What follows belongs to an exercise in optimizing a design on an open flow for small area, a short achievable clock period and few clock cycles; a production flow would make more cautious choices. Power figures rest on the tool's default switching activity, not on a simulated workload.

## cvfp
module cvfp (
    input  wire        clk,
    input  wire        rst,
    input  wire        cmd_valid,
    output wire        cmd_ready,
    input  wire [3:0]  cmd_op,
    input  wire [15:0] cmd_a,
    input  wire [7:0]  cmd_b,
    input  wire        pv_valid,
    output wire        pv_ready,
    input  wire [7:0]  pv_data,
    output reg         rsp_valid,
    output reg  [2:0]  rsp_code,
    output reg  [15:0] rsp_data
);
For scale: roughly 2400 flip-flops, ~62 I/O pins, about 0.063 mm^2 of cells after synthesis.
Settings: LEC_CHECK=0, ABC_CLOCK_PERIOD_IN_PS=3000, CAP_MARGIN=20, CORE_MARGIN=2, CORE_UTILIZATION=60, PLACE_DENSITY=0.7, SLEW_MARGIN=20, TNS_END_PERCENT=100; clock period 10.0 ns.
standard.sh (not shown) runs the stock make flow with config.mk's settings and CLKGATE_MAP_FILE= SYNTH_SCRIPT=/design/flow/synth_recipe.tcl, a recipe that flattens the netlist after the stock synthesis.
==> flow/flow/run.sh <==
#!/bin/bash
set -euo pipefail
bash standard.sh SETUP_SLACK_MARGIN=${MARGIN:-6.8} \
  "BUFFER_PORTS_ARGS=-buffer_cell sky130_fd_sc_hd__buf_4" \
  "CTS_ARGS=-sink_clustering_enable -repair_clock_nets -dont_use_dummy_load -sink_clustering_size 24 -sink_clustering_max_diameter 60" \
  finish > standard.log 2>&1
Then changed:
--- a/flow/design.v
+++ b/flow/design.v
@@ -442,41 +442,46 @@
     always @(*) begin
         if (!q_rd)
             q_res = q_data;
         else case (q_kind)
             K_SX:    q_res = {{8{rd_lo[7]}}, rd_lo};
             K_HW:    q_res = {rd_hi, rd_lo};
             default: q_res = {8'd0, rd_lo};
         endcase
     end
     wire f_empty  = (f_cnt == 0);
-    wire enc_ok   = !bw;                             
     wire sum_ok   = bytes_in && !p_v;                
-    wire head_ok  = f_empty ? (q_out && (!q_enc || enc_ok) && (!q_sum || sum_ok)) :
-                              ((!f_enc[f_rd] || enc_ok) && (!f_sum[f_rd] || sum_ok));
+    wire q_ok     = q_out && (!q_enc || !bw) && (!q_sum || sum_ok);
+    wire f_ok     = (!f_enc[f_rd] || !bw || last_tk) && (!f_sum[f_rd] || sum_ok);
+    wire head_ok  = f_empty ? q_ok : f_ok;
     wire head_sum = f_empty ? q_sum : f_sum[f_rd];
     wire sum_out  = head_ok && head_sum;
-    wire f_pop    = !f_empty && head_ok;
-    wire f_push   = q_out && !(f_empty && head_ok);
+    wire f_pop    = !f_empty && f_ok;
+    wire f_push   = q_out && !(f_empty && q_ok);
+    wire [QW:0] f_cnt_up = f_cnt + 1'b1;
+    wire [QW:0] f_cnt_dn = f_cnt - 1'b1;
     always @(posedge clk) begin
         if (rst) begin
             rsp_valid <= 1'b0;
             f_rd      <= 0;
             f_wr      <= 0;
             f_cnt     <= 0;
         end else begin
             rsp_valid <= head_ok;
             if (f_pop)
                 f_rd <= (f_rd == QN - 1) ? 0 : f_rd + 1'b1;
             if (f_push)
                 f_wr <= (f_wr == QN - 1) ? 0 : f_wr + 1'b1;
-            f_cnt <= f_cnt + f_push - f_pop;
+            if (f_push && !f_pop)
+                f_cnt <= f_cnt_up;
+            else if (f_pop && !f_push)
+                f_cnt <= f_cnt_dn;
         end
         if (head_sum) begin
             rsp_code <= R_OK;
             rsp_data <= {8'd0, ~s_a};
         end else if (f_empty) begin
             rsp_code <= q_code;
             rsp_data <= q_res;
         end else begin
             rsp_code <= f_code[f_rd];
             rsp_data <= f_data[f_rd];
After rerunning: The new run produced a clean layout. Critical path depth falls by 1. Hold slack gets worse by 0.0093 ns. Setup slack improved by 0.12 ns. Total power barely changes. First-iteration DRC count falls by 4.8%. Clock power stays flat.
No functional check of the RTL was part of any run of this note.


== old ==
Another version of the RTL of cvfp (not shown whole).
Size: about 2400 flip-flops, ~62 I/O pins.
export LEC_CHECK = 0
export ABC_CLOCK_PERIOD_IN_PS = 3000
export CAP_MARGIN = 20
export CORE_MARGIN = 2
export CORE_UTILIZATION = 60
export PLACE_DENSITY = 0.7
export SLEW_MARGIN = 20
export TNS_END_PERCENT = 100
create_clock -name core_clock -period 10.0 [get_ports {clk}]
==> flow/flow/run.sh <==
#!/bin/bash
set -euo pipefail
bash standard.sh SETUP_SLACK_MARGIN=${MARGIN:-6.8} \
  "BUFFER_PORTS_ARGS=-buffer_cell sky130_fd_sc_hd__buf_4" \
  "CTS_ARGS=-sink_clustering_enable -repair_clock_nets -dont_use_dummy_load -sink_clustering_size 16 -sink_clustering_max_diameter 50 -sink_clustering_buffer sky130_fd_sc_hd__clkbuf_8" \
  finish > standard.log 2>&1
--- input diff old..new ---
--- a/flow/design.v
+++ b/flow/design.v
@@ -76,40 +76,40 @@
     reg [15:0] q_data;
     reg        q_rd;
     reg [1:0]  q_kind;
     reg        q_enc;
     reg        q_sum;            
     reg        q_lor, q_hir;     
     reg [3:0]  q_li, q_hi_i;     
     reg [2:0]    f_code [0:QN-1];
     reg [15:0]   f_data [0:QN-1];
     reg          f_enc  [0:QN-1];
     reg          f_sum  [0:QN-1];
     reg [QW-1:0] f_rd, f_wr;
-    reg [QW:0]   f_cnt;
+    reg [QN-1:0] f_occ;          
     assign cmd_ready = s_empty;
     assign pv_ready  = pv_rdy;
     wire acc  = cmd_valid && !s_full;
     wire take = pv_valid && pv_rdy;
     reg  wp_low;                             
     reg  cnt_full;                           
     reg  bytes_in;                           
     reg  bw;                                 
     reg  sum_pend;                           
     wire w_ok     = wp_low || w_al;          
     wire a_hi     = |r_a[15:9];
     wire a_ge_cnt = a_hi || (r_a[8:0] >= cnt);
     wire a_lt_wp  = !a_hi && (r_a[8:0] < wp);
     wire q_out  = q_v;
-    wire q_room = (f_cnt + q_v) < QN;
+    wire q_room = !f_occ[QN-1] && !(f_occ[QN-2] && q_v);
     reg r_can;
     always @(*) begin
         case (r_op)
         OP_RDB:  r_can = a_lt_wp || a_ge_cnt;
         OP_PUSH: r_can = !enc_busy && !sum_pend && (w_ok || cnt_full);
         OP_ENC:  r_can = !enc_busy && !sum_pend;
         OP_SUM:  r_can = !enc_busy || !sum_pend;
         default: r_can = !enc_busy;
         endcase
     end
     wire ex = r_v && r_can && q_room && (!x_ring || (r_go && !r_new));
     wire [9:0] len_p2 = {2'b00, b3} + 10'd2;
@@ -316,25 +316,25 @@
                 s_w <= s_w + r_b;
             if (cnt == 9'd3) begin
                 dl    <= 10'd4 - {2'b00, r_b};
                 np    <= (r_b > 8'd3) ? r_b - 8'd3 : 8'd0;
                 s_a <= s_w + r_b;
                 s_v <= s_w + r_b;
             end else begin
                 dl <= dl + 10'd1;
                 if (!d_ge2) s_a <= s_a + r_b;
                 if (!d_ge3) s_v <= s_v + r_b;
             end
         end else if (do_enc) begin
-            s_a <= r_a[7:0] + (enc_p + 8'd3) + r_b;
+            s_a <= r_a[7:0] + r_a[15:8] + r_b + 8'd3;
             dl    <= 10'd3;
             np    <= enc_p;
             s_v <= 8'hFF;
             s_w <= 8'hFF;
         end else if (do_byte) begin
             s_a <= s_a + p_d;
         end
     end
     wire p_keep   = p_v && !do_byte;
     wire p_v_n    = take || p_keep;
     wire wp_n_low = wr_en ? (wp < F - 1) : wp_low;
     wire tk_one   = (tk_left == 8'd1);
@@ -438,51 +438,51 @@
     wire [7:0] rd_lo = q_lor ? rg[0] : q_lo;
     wire [7:0] rd_hi = q_hir ? (q_lor ? rg[1] : rg[0]) : q_hi;
     reg [15:0] q_res;
     always @(*) begin
         if (!q_rd)
             q_res = q_data;
         else case (q_kind)
             K_SX:    q_res = {{8{rd_lo[7]}}, rd_lo};
             K_HW:    q_res = {rd_hi, rd_lo};
             default: q_res = {8'd0, rd_lo};
         endcase
     end
-    wire f_empty  = (f_cnt == 0);
+    wire f_empty  = !f_occ[0];
     wire sum_ok   = bytes_in && !p_v;                
     wire q_ok     = q_out && (!q_enc || !bw) && (!q_sum || sum_ok);
-    wire f_ok     = (!f_enc[f_rd] || !bw || last_tk) && (!f_sum[f_rd] || sum_ok);
-    wire head_ok  = f_empty ? q_ok : f_ok;
+    wire pop_reg  = !f_empty && (!f_enc[f_rd] || !bw) && (!f_sum[f_rd] || sum_ok);
+    wire pop_pv   = !f_empty && f_enc[f_rd] && bw && pv_rdy && tk_one;
+    wire f_pop    = pop_reg || (pop_pv && pv_valid);
+    wire head_ok  = f_empty ? q_ok : f_pop;
     wire head_sum = f_empty ? q_sum : f_sum[f_rd];
-    wire sum_out  = head_ok && head_sum;
-    wire f_pop    = !f_empty && f_ok;
+    wire sum_out  = head_sum && (f_empty ? q_ok : pop_reg);
     wire f_push   = q_out && !(f_empty && q_ok);
-    wire [QW:0] f_cnt_up = f_cnt + 1'b1;
-    wire [QW:0] f_cnt_dn = f_cnt - 1'b1;
+    wire [QW-1:0] f_rd_1 = (f_rd == QN - 1) ? 0 : f_rd + 1'b1;
     always @(posedge clk) begin
         if (rst) begin
             rsp_valid <= 1'b0;
             f_rd      <= 0;
             f_wr      <= 0;
-            f_cnt     <= 0;
+            f_occ     <= 0;
         end else begin
             rsp_valid <= head_ok;
             if (f_pop)
-                f_rd <= (f_rd == QN - 1) ? 0 : f_rd + 1'b1;
+                f_rd <= f_rd_1;
             if (f_push)
                 f_wr <= (f_wr == QN - 1) ? 0 : f_wr + 1'b1;
             if (f_push && !f_pop)
-                f_cnt <= f_cnt_up;
+                f_occ <= {f_occ[QN-2:0], 1'b1};
             else if (f_pop && !f_push)
-                f_cnt <= f_cnt_dn;
+                f_occ <= {1'b0, f_occ[QN-1:1]};
         end
         if (head_sum) begin
             rsp_code <= R_OK;
             rsp_data <= {8'd0, ~s_a};
         end else if (f_empty) begin
             rsp_code <= q_code;
             rsp_data <= q_res;
         end else begin
             rsp_code <= f_code[f_rd];
             rsp_data <= f_data[f_rd];
         end
         if (f_push) begin
Notes after the runs:
- Path length in cells of the critical path for new is lower than for old.
- new vs old, category of the most critical setup path: flip-flop to output port vs input pin to flip-flop
- Re maximum fanout encountered on the critical timing path: no difference whatsoever between old and new.
- Post-placement setup slack on new is behind old.
- Slew at the pin with the worst max-slew slack up 120 ps in new wrt old
- For the share of power burned in combinational logic, new came in 4.0 points lower than old did.
- old ended up with f_cnt[2] as its destination of the critical timing path; new ended up with cmd_ready.
- The cell area after technology mapping number comes out higher for old vs new.
- Lower number of buffer and inverter stages on the critical path among new and old: new
No run of this note included a check of the RTL's function; only the layout flow was run.

port drivers added, routing unchanged:
The results above use ideal ports. As a check the final layouts listed here were re-extracted and re-timed, cells and wires unchanged. Step 1 (the two cells are an assumption about what drives the block):
set clk [get_ports {clk}]
set_driving_cell -lib_cell sky130_fd_sc_hd__clkbuf_16 $clk
set_driving_cell -lib_cell sky130_fd_sc_hd__buf_2 [delete_from_list [all_inputs] $clk]
Step 2 times the ports against the registers' clock, not the clock port: input delays grow and output delays shrink by t, the midpoint of the rising clock arrivals with the driver on. a / b / c = ideal / step 1 / step 2; a / b = the first two.
run	shift t [ns]	slack for setup (ns)	pins driven straight from the clock port
the first run of note 1	0.780	6.664 / 6.705 / 5.925	1
the second run of note 1	0.785	6.784 / 6.717 / 6.122	1
old	0.760	6.319 / 6.333 / 5.573	1
new	0.767	6.778 / 6.710 / 6.128	1
After both steps setup and hold are still met in every run listed. The setup slack of old, which loses most, moves by +0.014 ns with the drivers and by -0.746 ns with both steps.
